This design comes from an exercise in tuning for small area, a short achievable clock period and few clock cycles on the open sky130 flow, not from production work. The RTL was checked by simulation tests, not by an equivalence proof against the original design.

**flow/run.sh**
```bash
#!/bin/bash
# synth_recipe.tcl (not shown) runs the flow's synth.tcl, then flattens the netlist and writes it again
# the make line also repeats each setting of config.mk as NAME=value (left out here)
make -C /OpenROAD-flow-scripts/flow DESIGN_CONFIG=/design/flow/config.mk WORK_HOME=/design/flow/orfs CLKGATE_MAP_FILE= SYNTH_SCRIPT=/design/flow/synth_recipe.tcl finish
```
**flow/config.mk**
```make
export PLATFORM = sky130hd
export DESIGN_NAME = timecode_core
export DESIGN_NICKNAME = timecode_core
export VERILOG_FILES = /design/flow/design.v
export SDC_FILE = /design/flow/constraint.sdc
export NUM_CORES = 4
export LEC_CHECK = 0
export CAP_MARGIN = 20
export CORE_MARGIN = 2
export CORE_UTILIZATION = 40
export SLEW_MARGIN = 20
```
**flow/constraint.sdc**
```tcl
create_clock -name core_clock -period 12.0 [get_ports {clk}]
set_input_delay 2.4000 -clock core_clock [delete_from_list [all_inputs] [get_ports {clk}]]
set_output_delay 2.4000 -clock core_clock [all_outputs]
set_load 0.01 [all_outputs]
```
**flow/design.v**
```verilog
module tc_rate_table (
    input  wire [15:0] fps,
    output wire [31:0] sf,      
    output wire [31:0] fph,     
    output wire [31:0] fpm,     
    output wire [31:0] dfpm,    
    output wire [31:0] dfp10,   
    output wire [31:0] dfph     
);
    wire [15:0] sf16 = (fps <= 16'd30) ? fps : {1'b0, fps[15:1]};
    assign sf    = {16'd0, sf16};
    assign fph   = sf * 32'd3600;
    assign fpm   = sf * 32'd60;
    assign dfpm  = fpm - 32'd2;
    assign dfp10 = dfpm * 32'd9 + fpm;
    assign dfph  = dfp10 * 32'd6;
endmodule
module tc_divider (
    input  wire        clk,
    input  wire        rst,
    input  wire        start,
    input  wire [31:0] dividend,
    input  wire [31:0] divisor,
    output wire        busy,
    output wire [31:0] quotient,
    output wire [31:0] remainder
);
    reg [5:0]  count;
    reg [31:0] quo;
    reg [31:0] rem;
    reg [31:0] den;
    wire [32:0] shifted = {rem, quo[31]};
    wire [32:0] diff    = shifted - {1'b0, den};
    wire        fits    = !diff[32];
    always @(posedge clk) begin
        if (rst) begin
            count <= 6'd0;
        end else if (start) begin
            count <= 6'd32;
            quo   <= dividend;
            rem   <= 32'd0;
            den   <= divisor;
        end else if (count != 6'd0) begin
            count <= count - 6'd1;
            quo   <= {quo[30:0], fits};
            rem   <= fits ? diff[31:0] : shifted[31:0];
        end
    end
    assign busy      = (count != 6'd0);
    assign quotient  = quo;
    assign remainder = rem;
endmodule
module tc_mac (
    input  wire        clk,
    input  wire        rst,
    input  wire        start,
    input  wire [31:0] acc_in,
    input  wire [31:0] a,
    input  wire [31:0] b,
    output wire        busy,
    output wire [31:0] acc
);
    reg [5:0]  count;
    reg [31:0] sum;
    reg [31:0] ma;
    reg [31:0] mb;
    always @(posedge clk) begin
        if (rst) begin
            count <= 6'd0;
        end else if (start) begin
            count <= 6'd32;
            sum   <= acc_in;
            ma    <= a;
            mb    <= b;
        end else if (count != 6'd0) begin
            count <= count - 6'd1;
            if (ma[0])
                sum <= sum + mb;
            ma <= {1'b0, ma[31:1]};
            mb <= {mb[30:0], 1'b0};
        end
    end
    assign busy = (count != 6'd0);
    assign acc  = sum;
endmodule
module timecode_core (
    input  wire        clk,
    input  wire        rst,
    input  wire        cmd_valid,
    output wire        cmd_ready,
    input  wire [7:0]  cmd,
    input  wire [15:0] fps_in,
    input  wire [31:0] h_in,
    input  wire [31:0] m_in,
    input  wire [31:0] s_in,
    input  wire [31:0] f_in,
    input  wire [31:0] ub_in,
    output wire        rsp_valid,
    output wire [1:0]  status,
    output wire [31:0] res0,
    output wire [31:0] res1,
    output wire [31:0] res2,
    output wire [31:0] res3
);
    localparam [3:0] OP_NOP = 4'h0, OP_LOAD = 4'h1, OP_INCR = 4'h2, OP_DECODE = 4'h3,
                     OP_TOBCD = 4'h4, OP_RDFLAGS = 4'h5, OP_RDUB = 4'h6, OP_WRUB = 4'h7,
                     OP_RDCNT = 4'h8, OP_RDRATE = 4'h9;
    localparam [1:0] ST_OK = 2'd0, ST_ILLEGAL = 2'd1, ST_BADFPS = 2'd2, ST_UNCONFIG = 2'd3;
    localparam [4:0] S_IDLE    = 5'd0,
                     S_EXEC    = 5'd1,
                     S_LD_MN   = 5'd2,    
                     S_LD_M10  = 5'd3,    
                     S_LD_MQ   = 5'd4,    
                     S_LD_MR   = 5'd5,    
                     S_LD_S    = 5'd6,    
                     S_LD_FIN  = 5'd7,
                     S_DN_F    = 5'd8,    
                     S_DN_S    = 5'd9,    
                     S_DN_H    = 5'd10,   
                     S_DF_H    = 5'd11,   
                     S_DF_MAJ  = 5'd12,   
                     S_DF_MIN  = 5'd13,   
                     S_DF_SF   = 5'd14,   
                     S_FIELDS  = 5'd15,
                     S_BCD_H   = 5'd16,
                     S_BCD_M   = 5'd17,
                     S_BCD_S   = 5'd18,
                     S_BCD_F   = 5'd19;
    reg [15:0] fps_r;
    reg        drop_r;
    reg [31:0] counter_r;
    reg [31:0] userbits_r;
    reg [31:0] res_r [0:3];
    reg [1:0]  status_r;
    reg        ready_r;
    reg        rsp_r;
    reg [4:0]  state;
    reg [7:0]  cmd_q;
    reg [15:0] fps_q;
    reg [31:0] h_q, m_q, s_q, f_q, ub_q;
    reg [31:0] th, tm, ts, tf;    
    reg [31:0] tmp;                
    reg [31:0] bcd;
    wire [3:0] op = cmd_q[3:0];
    wire [15:0] rate_fps = (op == OP_LOAD) ? fps_q : fps_r;
    wire [31:0] sf, fph, fpm, dfpm, dfp10, dfph;
    tc_rate_table u_rate (
        .fps(rate_fps), .sf(sf), .fph(fph), .fpm(fpm),
        .dfpm(dfpm), .dfp10(dfp10), .dfph(dfph)
    );
    reg legal;
    always @* begin
        case (op)
            OP_NOP, OP_INCR, OP_DECODE, OP_TOBCD, OP_RDFLAGS, OP_RDUB, OP_WRUB, OP_RDCNT:
                legal = (cmd_q[7:4] == 4'b0000);
            OP_LOAD:   legal = (cmd_q[7:6] == 2'b00);
            OP_RDRATE: legal = !cmd_q[7] && (cmd_q[6:4] <= 3'd5);
            default:   legal = 1'b0;
        endcase
    end
    wire needs_rate = (op == OP_INCR) || (op == OP_DECODE) || (op == OP_TOBCD) ||
                      (op == OP_RDFLAGS) || (op == OP_RDRATE);
    wire long_cmd = legal && ((op == OP_LOAD && fps_q != 16'd0) ||
                              ((op == OP_DECODE || op == OP_TOBCD) && fps_r != 16'd0));
    reg [31:0] rate_sel;
    always @* begin
        case (cmd_q[6:4])
            3'd0:    rate_sel = sf;
            3'd1:    rate_sel = fph;
            3'd2:    rate_sel = fpm;
            3'd3:    rate_sel = dfpm;
            3'd4:    rate_sel = dfp10;
            default: rate_sel = dfph;
        endcase
    end
    wire field_mark = (fps_r > 16'd30) && counter_r[0];
    wire [31:0] base = (fps_r > 16'd30) ? {1'b0, counter_r[31:1]} : counter_r;
    reg        div_start;
    reg [31:0] div_a, div_b;
    wire       div_busy;
    wire [31:0] div_q, div_r;
    tc_divider u_div (
        .clk(clk), .rst(rst), .start(div_start), .dividend(div_a), .divisor(div_b),
        .busy(div_busy), .quotient(div_q), .remainder(div_r)
    );
    reg        mac_start;
    reg [31:0] mac_c, mac_a, mac_b;
    wire       mac_busy;
    wire [31:0] mac_acc;
    tc_mac u_mac (
        .clk(clk), .rst(rst), .start(mac_start), .acc_in(mac_c), .a(mac_a), .b(mac_b),
        .busy(mac_busy), .acc(mac_acc)
    );
    wire units_idle = !div_busy && !mac_busy;
    wire [31:0] load_base  = mac_acc + f_q;
    wire [31:0] load_count = (fps_q > 16'd30) ? {load_base[30:0], cmd_q[5]} : load_base;
    always @* begin
        div_start = 1'b0;
        div_a     = 32'd0;
        div_b     = 32'd1;
        mac_start = 1'b0;
        mac_c     = mac_acc;
        mac_a     = 32'd0;
        mac_b     = 32'd0;
        case (state)
            S_EXEC: begin
                if (long_cmd && op == OP_LOAD) begin
                    mac_start = 1'b1;
                    mac_c     = 32'd0;
                    mac_a     = h_q;
                    mac_b     = cmd_q[4] ? dfph : fph;
                end else if (long_cmd) begin
                    div_start = 1'b1;
                    div_a     = base;
                    div_b     = drop_r ? dfph : sf;
                end
            end
            S_LD_MN:  if (units_idle) begin
                mac_start = 1'b1; mac_a = m_q; mac_b = fpm;
            end
            S_LD_M10: if (units_idle) begin
                div_start = 1'b1; div_a = m_q; div_b = 32'd10;
            end
            S_LD_MQ:  if (units_idle) begin
                mac_start = 1'b1; mac_a = div_q; mac_b = dfp10;
            end
            S_LD_MR:  if (units_idle) begin
                mac_start = 1'b1; mac_a = tmp; mac_b = dfpm;
            end
            S_LD_S:   if (units_idle) begin
                mac_start = 1'b1; mac_a = s_q; mac_b = sf;
            end
            S_DN_F:   if (units_idle) begin
                div_start = 1'b1; div_a = div_q; div_b = 32'd60;
            end
            S_DN_S:   if (units_idle) begin
                div_start = 1'b1; div_a = div_q; div_b = 32'd60;
            end
            S_DF_H:   if (units_idle) begin
                div_start = 1'b1; div_a = div_r; div_b = dfp10;
            end
            S_DF_MAJ: if (units_idle) begin
                div_start = 1'b1;
                if (div_r < fpm) begin
                    div_a = div_r;       div_b = sf;
                end else begin
                    div_a = div_r - fpm; div_b = dfpm;
                end
            end
            S_DF_MIN: if (units_idle) begin
                div_start = 1'b1; div_a = div_r + 32'd2; div_b = sf;
            end
            S_FIELDS: if (op == OP_TOBCD) begin
                div_start = 1'b1; div_a = th; div_b = 32'd10;
            end
            S_BCD_H:  if (units_idle) begin
                div_start = 1'b1; div_a = tm; div_b = 32'd10;
            end
            S_BCD_M:  if (units_idle) begin
                div_start = 1'b1; div_a = ts; div_b = 32'd10;
            end
            S_BCD_S:  if (units_idle) begin
                div_start = 1'b1; div_a = tf; div_b = 32'd10;
            end
            default: ;
        endcase
    end
    wire [7:0] bcd_byte = {div_q[3:0], div_r[3:0]};
    always @(posedge clk) begin
        if (rst) begin
            fps_r      <= 16'd0;
            drop_r     <= 1'b0;
            counter_r  <= 32'd0;
            userbits_r <= 32'd0;
            res_r[0]   <= 32'd0;
            res_r[1]   <= 32'd0;
            res_r[2]   <= 32'd0;
            res_r[3]   <= 32'd0;
            status_r   <= ST_OK;
            ready_r    <= 1'b1;
            rsp_r      <= 1'b0;
            state      <= S_IDLE;
        end else begin
            rsp_r <= 1'b0;
            case (state)
                S_IDLE: begin
                    if (cmd_valid && ready_r) begin
                        ready_r <= 1'b0;
                        cmd_q   <= cmd;
                        fps_q   <= fps_in;
                        h_q     <= h_in;
                        m_q     <= m_in;
                        s_q     <= s_in;
                        f_q     <= f_in;
                        ub_q    <= ub_in;
                        state   <= S_EXEC;
                    end
                end
                S_EXEC: begin
                    if (long_cmd) begin
                        if (op == OP_LOAD)
                            state <= cmd_q[4] ? S_LD_M10 : S_LD_MN;
                        else
                            state <= drop_r ? S_DF_H : S_DN_F;
                    end else begin
                        res_r[0] <= 32'd0;
                        res_r[1] <= 32'd0;
                        res_r[2] <= 32'd0;
                        res_r[3] <= 32'd0;
                        status_r <= ST_OK;
                        rsp_r    <= 1'b1;
                        ready_r  <= 1'b1;
                        state    <= S_IDLE;
                        if (!legal) begin
                            status_r <= ST_ILLEGAL;
                        end else if (needs_rate && fps_r == 16'd0) begin
                            status_r <= ST_UNCONFIG;
                        end else begin
                            case (op)
                                OP_LOAD:    status_r <= ST_BADFPS;
                                OP_INCR:    counter_r <= counter_r + 32'd1;
                                OP_RDFLAGS: res_r[0] <= {30'd0, field_mark, drop_r};
                                OP_RDUB:    res_r[0] <= userbits_r;
                                OP_WRUB:    userbits_r <= ub_q;
                                OP_RDCNT:   res_r[0] <= counter_r;
                                OP_RDRATE:  res_r[0] <= rate_sel;
                                default: ;
                            endcase
                        end
                    end
                end
                S_LD_MN:  if (units_idle) state <= S_LD_S;
                S_LD_M10: if (units_idle) state <= S_LD_MQ;
                S_LD_MQ:  if (units_idle) begin
                    tmp   <= div_r;
                    state <= S_LD_MR;
                end
                S_LD_MR:  if (units_idle) state <= S_LD_S;
                S_LD_S:   if (units_idle) state <= S_LD_FIN;
                S_LD_FIN: if (units_idle) begin
                    fps_r      <= fps_q;
                    drop_r     <= cmd_q[4];
                    counter_r  <= load_count;
                    userbits_r <= 32'd0;
                    res_r[0]   <= 32'd0;
                    res_r[1]   <= 32'd0;
                    res_r[2]   <= 32'd0;
                    res_r[3]   <= 32'd0;
                    status_r   <= ST_OK;
                    rsp_r      <= 1'b1;
                    ready_r    <= 1'b1;
                    state      <= S_IDLE;
                end
                S_DN_F: if (units_idle) begin
                    tf    <= div_r;
                    state <= S_DN_S;
                end
                S_DN_S: if (units_idle) begin
                    ts    <= div_r;
                    state <= S_DN_H;
                end
                S_DN_H: if (units_idle) begin
                    tm    <= div_r;
                    th    <= div_q;
                    state <= S_FIELDS;
                end
                S_DF_H: if (units_idle) begin
                    th    <= div_q;
                    state <= S_DF_MAJ;
                end
                S_DF_MAJ: if (units_idle) begin
                    if (div_r < fpm) begin
                        tm    <= div_q * 32'd10;
                        state <= S_DF_SF;
                    end else begin
                        tmp   <= div_q;
                        state <= S_DF_MIN;
                    end
                end
                S_DF_MIN: if (units_idle) begin
                    tm    <= tmp * 32'd10 + div_q + 32'd1;
                    state <= S_DF_SF;
                end
                S_DF_SF: if (units_idle) begin
                    ts    <= div_q;
                    tf    <= div_r;
                    state <= S_FIELDS;
                end
                S_FIELDS: begin
                    if (op == OP_DECODE) begin
                        res_r[0] <= th;
                        res_r[1] <= tm;
                        res_r[2] <= ts;
                        res_r[3] <= tf;
                        status_r <= ST_OK;
                        rsp_r    <= 1'b1;
                        ready_r  <= 1'b1;
                        state    <= S_IDLE;
                    end else begin
                        state <= S_BCD_H;
                    end
                end
                S_BCD_H: if (units_idle) begin
                    bcd[31:24] <= bcd_byte;
                    state      <= S_BCD_M;
                end
                S_BCD_M: if (units_idle) begin
                    bcd[23:16] <= bcd_byte;
                    state      <= S_BCD_S;
                end
                S_BCD_S: if (units_idle) begin
                    bcd[15:8] <= bcd_byte;
                    state     <= S_BCD_F;
                end
                S_BCD_F: if (units_idle) begin
                    res_r[0] <= {bcd[31:8], bcd_byte};
                    res_r[1] <= 32'd0;
                    res_r[2] <= 32'd0;
                    res_r[3] <= 32'd0;
                    status_r <= ST_OK;
                    rsp_r    <= 1'b1;
                    ready_r  <= 1'b1;
                    state    <= S_IDLE;
                end
                default: state <= S_IDLE;
            endcase
        end
    end
    assign cmd_ready = ready_r;
    assign rsp_valid = rsp_r;
    assign status    = status_r;
    assign res0      = res_r[0];
    assign res1      = res_r[1];
    assign res2      = res_r[2];
    assign res3      = res_r[3];
endmodule
```
==> summary.md <==
| Metric | Value |
|---|---|
| Layout Nets | approximately 7k |
| Worst setup EP type | register |
| Synth warnings | 4 |
| Hold Crit Class | reg -> reg |
| Num CTS Buffers | between 90 and 100 |
| Hold Fails Final Rpt | 0 |
| Post-synthesis simple-gate area fraction | between 10% and 20% |
| Area grow syn2layout | 17.0% |
| Syn avg cell area | 9.26 µm² |
| Yosys reg bits | 790 |
| Share of the clock period used by the worst path | 96.4% |
| Critical Path Max Stage Delay | 1.15 ns |
| Initial core utilization | ~40% |
| Clock Skew | 0.0787 ns |
| Synth Area in Adders | 12.1% |
| CTS Root Cell | clkbuf_16 |
| # clock sinks | 790 |
| Arr. time, crit path | 12.23 ns |
| CTS tree | yes |
| Iter 0 DRT Violations | 7104 |
| Max clock buf depth | 3 |
| Max-cap viol count | 0 |
| Largest family of logic cells by synthesized area | compound AO/OA/AOI/OAI gates |
| DR vias/cell | 6.34 |
| FMAX | slightly below 0.09 GHz |
| Element type at the critical path start | register |
| Post-DP HPWL | 182000 µm |
| DR vias | about 51k |
| Area of the core | 135000 µm² |
| GRT Total Usage | 33.4% |
| Measured slew at the worst slew-check pin | ~1.3 ns |
| CP required | approximately 13 ns |
| First-pass DRT Iterations | 10 |
| Relative max-transition margin | 11.5% |
| Number of I/O pins | 319 |
| Initial antenna violation count | 16 |
| Largest net degree at the start of global routing | 91 |
| Setup violations, final | 0 |
| Clk Latency, worst-skew pair | 0.74 ns |
| Cell with the largest stage delay on the worst path | o311ai_0 |
| Mapped Area | 54400 µm² |
| Mapped Cells | 5872 |
| Synth cell types | 111 |
| Asr flop ratio synth | 0% |
| Largest register by flop count | res_r |
| Number of global-route vias before repair | 48.1k |
| Crit-path max FO | 8 |
| Number of fill cells in the layout | 12.9k |
| Die Width | 373 µm |
| Register area share after synthesis | between 30% and 40% |
| # hold bufs at CTS | 0 |
| Most common cell on crit path | buf_4 |
| GPL Wtd Cong | between 1 and 1.5 |
| CTS clk-pin slew, worst paths | 0.07 ns |
| Post-synthesis xor/xnor area fraction | under 10% |
| Die height | 373 µm |
| Gr ovfl total | 0 |
| Status | finished clean |
| Largest register FFs | 128 |
| Post-synth EDFFs | 560 |
| Fin. max-slew vios | 0 |
| H-tree depth | 3 |
| N_diodes | 0 |
| Multi-input gate area | 31100 µm² |
| Routed Antenna Nets | 0 |
| Post-layout minimum cycle time | ~12 ns |
| Final Routed Wirelength | 240000 µm |
| Post-route DRC violation count | 0 |
| WL per Instance | about 30 µm |
| CP Class | reg -> reg |
| Sum of negative setup slack | 0 ns |
| Register area | 21400 µm² |
| Port Buffers | 318 |
| Mux share of post-synthesis cell area | 2.78% |
| Rows | approximately 140 |
| Die area | 139000 µm² |
| Main synth FF type | edfxtp_1 |
| Synth Area in Compound Gates | 21.1% |
| First-pass GRT wire length | between 300000 and 400000 µm |
| Layout cells sized above 1 | 8.66% |
cell usage after synthesis (83+ instances only):
cell type / n / area (µm²)
nand3_1: 295 / 1480
a22oi_1: 139 / 1040
nand2_1: 671 / 2520
nor3_1: 124 / 621
nor2_1: 393 / 1480
xnor2_1: 196 / 1720
ha_1: 421 / 5270
clkbuf_1: 295 / 1110
inv_1: 245 / 920
xor2_1: 103 / 902
edfxtp_1: 560 / 16800
o21ai_0: 284 / 1420
dfxtp_1: 230 / 4600
a222oi_1: 83 / 831
a21o_1: 105 / 788
a21oi_1: 510 / 2550
worst max-delay path, delay by kind of cell, from the launching register on:
family	cells	cell delay, ns
adder cells (fa/ha/maj)	7	2.93
AO/OA/AOI/OAI	9	2.76
XOR/XNOR	4	1.97
buffers and inverters	9	1.48
AND/OR/NAND/NOR	7	1.15
multiplexers	2	0.65
flip-flops	1	0.51
layout by cell type, fill, tap and decap left out, types with 41 or more instances in the layout:
master	n
a211oi_1	58
a21o_1	105
a21oi_1	508
a221oi_1	45
a222oi_1	83
a22oi_1	139
a31oi_1	54
and3_1	56
buf_4	204
clkbuf_16	95
clkdlybuf4s50_1	317
dfxtp_1	230
edfxtp_1	560
fa_1	62
ha_1	421
inv_1	245
mux2_2	51
mux2i_1	79
nand2_1	667
nand2b_1	50
nand3_1	294
nand4_1	55
nor2_1	376
nor2b_1	43
nor3_1	117
o21a_1	54
o21ai_0	284
o21ai_1	41
xnor2_1	192
xor2_1	101
final timing paths:
path	from	end	slack, ns	cells past startpoint
setup / recovery	cmd_q[3]	res_r[0][16]	0.44	38
hold / removal	res_r[2][8]	res_r[2][8]	0.45	2
setup reg to reg	cmd_q[3]	res_r[0][16]	0.44	38
hold reg to reg	res_r[2][8]	res_r[2][8]	0.45	2
what timing repair did:
item	in CTS	in global routing
setup buffers	0	1
endpoints found under the setup margin	0	22
resized for setup	0	18
cells by family (layout without fill, tap and decap cells):
group / after synthesis / count (layout)
AO/OA/AOI/OAI: 1734 / 1734
XOR/XNOR: 299 / 299
adder cells (fa/ha/maj): 488 / 488
buffers and inverters: 586 / 948
flip-flops: 790 / 790
multiplexers: 139 / 139
other: 1 / 6
AND/OR/NAND/NOR: 1835 / 1835
layer usage:
layer	wire length [µm]	vias to the layer above	track usage (%)	part of all wire (%)
li1	-	22600	-	-
met1	95600	24600	43.9	40
met2	101000	2983	49.6	42
met3	27600	662	9.02	11
met4	15500	14	18.4	6.5
met5	104	-	0	0.043
per-stage QoR:
stage | instance area, µm² | utilization (%) | hold WS, ns | worst slack, ns | instances
after floorplan | 54400 | - | 0.432 | 1.01 | 5877
after global placement | 60300 | 44.6 | 0.438 | 0.245 | 7844
after detailed placement | 60300 | 44.6 | 0.444 | 0.145 | 7844
after CTS | 63400 | 46.9 | 0.451 | 0.107 | 8017
after global routing | 63600 | 47.1 | 0.466 | -0.0524 | 8020
final | 63600 | 47.1 | 0.449 | 0.435 | 8020
final cells by class:
cell class | count | share of cell area (%)
Clock buffer | 116 | 3.99
Inverter | 250 | 1.48
Tap cell | 1781 | 3.50
Multi-Input combinational cell | 4501 | 48.9
Sequential cell | 790 | 33.7
Timing Repair Buffer | 525 | 7.50
Clock inverter | 57 | 0.919
Testbench counts, summed over its fixed seeds: cycles 260,253.

[static timing again, ports no longer ideal]
The results above use ideal ports. As a check the final layout listed here was re-extracted and re-timed, cells and wires unchanged.
Step 1: set_driving_cell puts a clkbuf_16 on clk and a buf_2 on each other input, an assumption about the parent block.
Step 2 moves the port delays by t, midway between the first and last clock arrival at a register: inputs arrive t later, outputs are due t later. That takes back most of the time a late clock gives input paths.
Three values: ideal, step 1, step 2; two values: the first two.
t (ns): 0.770
setup slack, ns: 0.435 / 0.435 / 0.435
cell pins on the clock port's net: 1
After both steps this run still meets setup and hold. For this run, drivers alone change the setup slack by 0.000 ns; drivers and shift together by 0.000 ns.
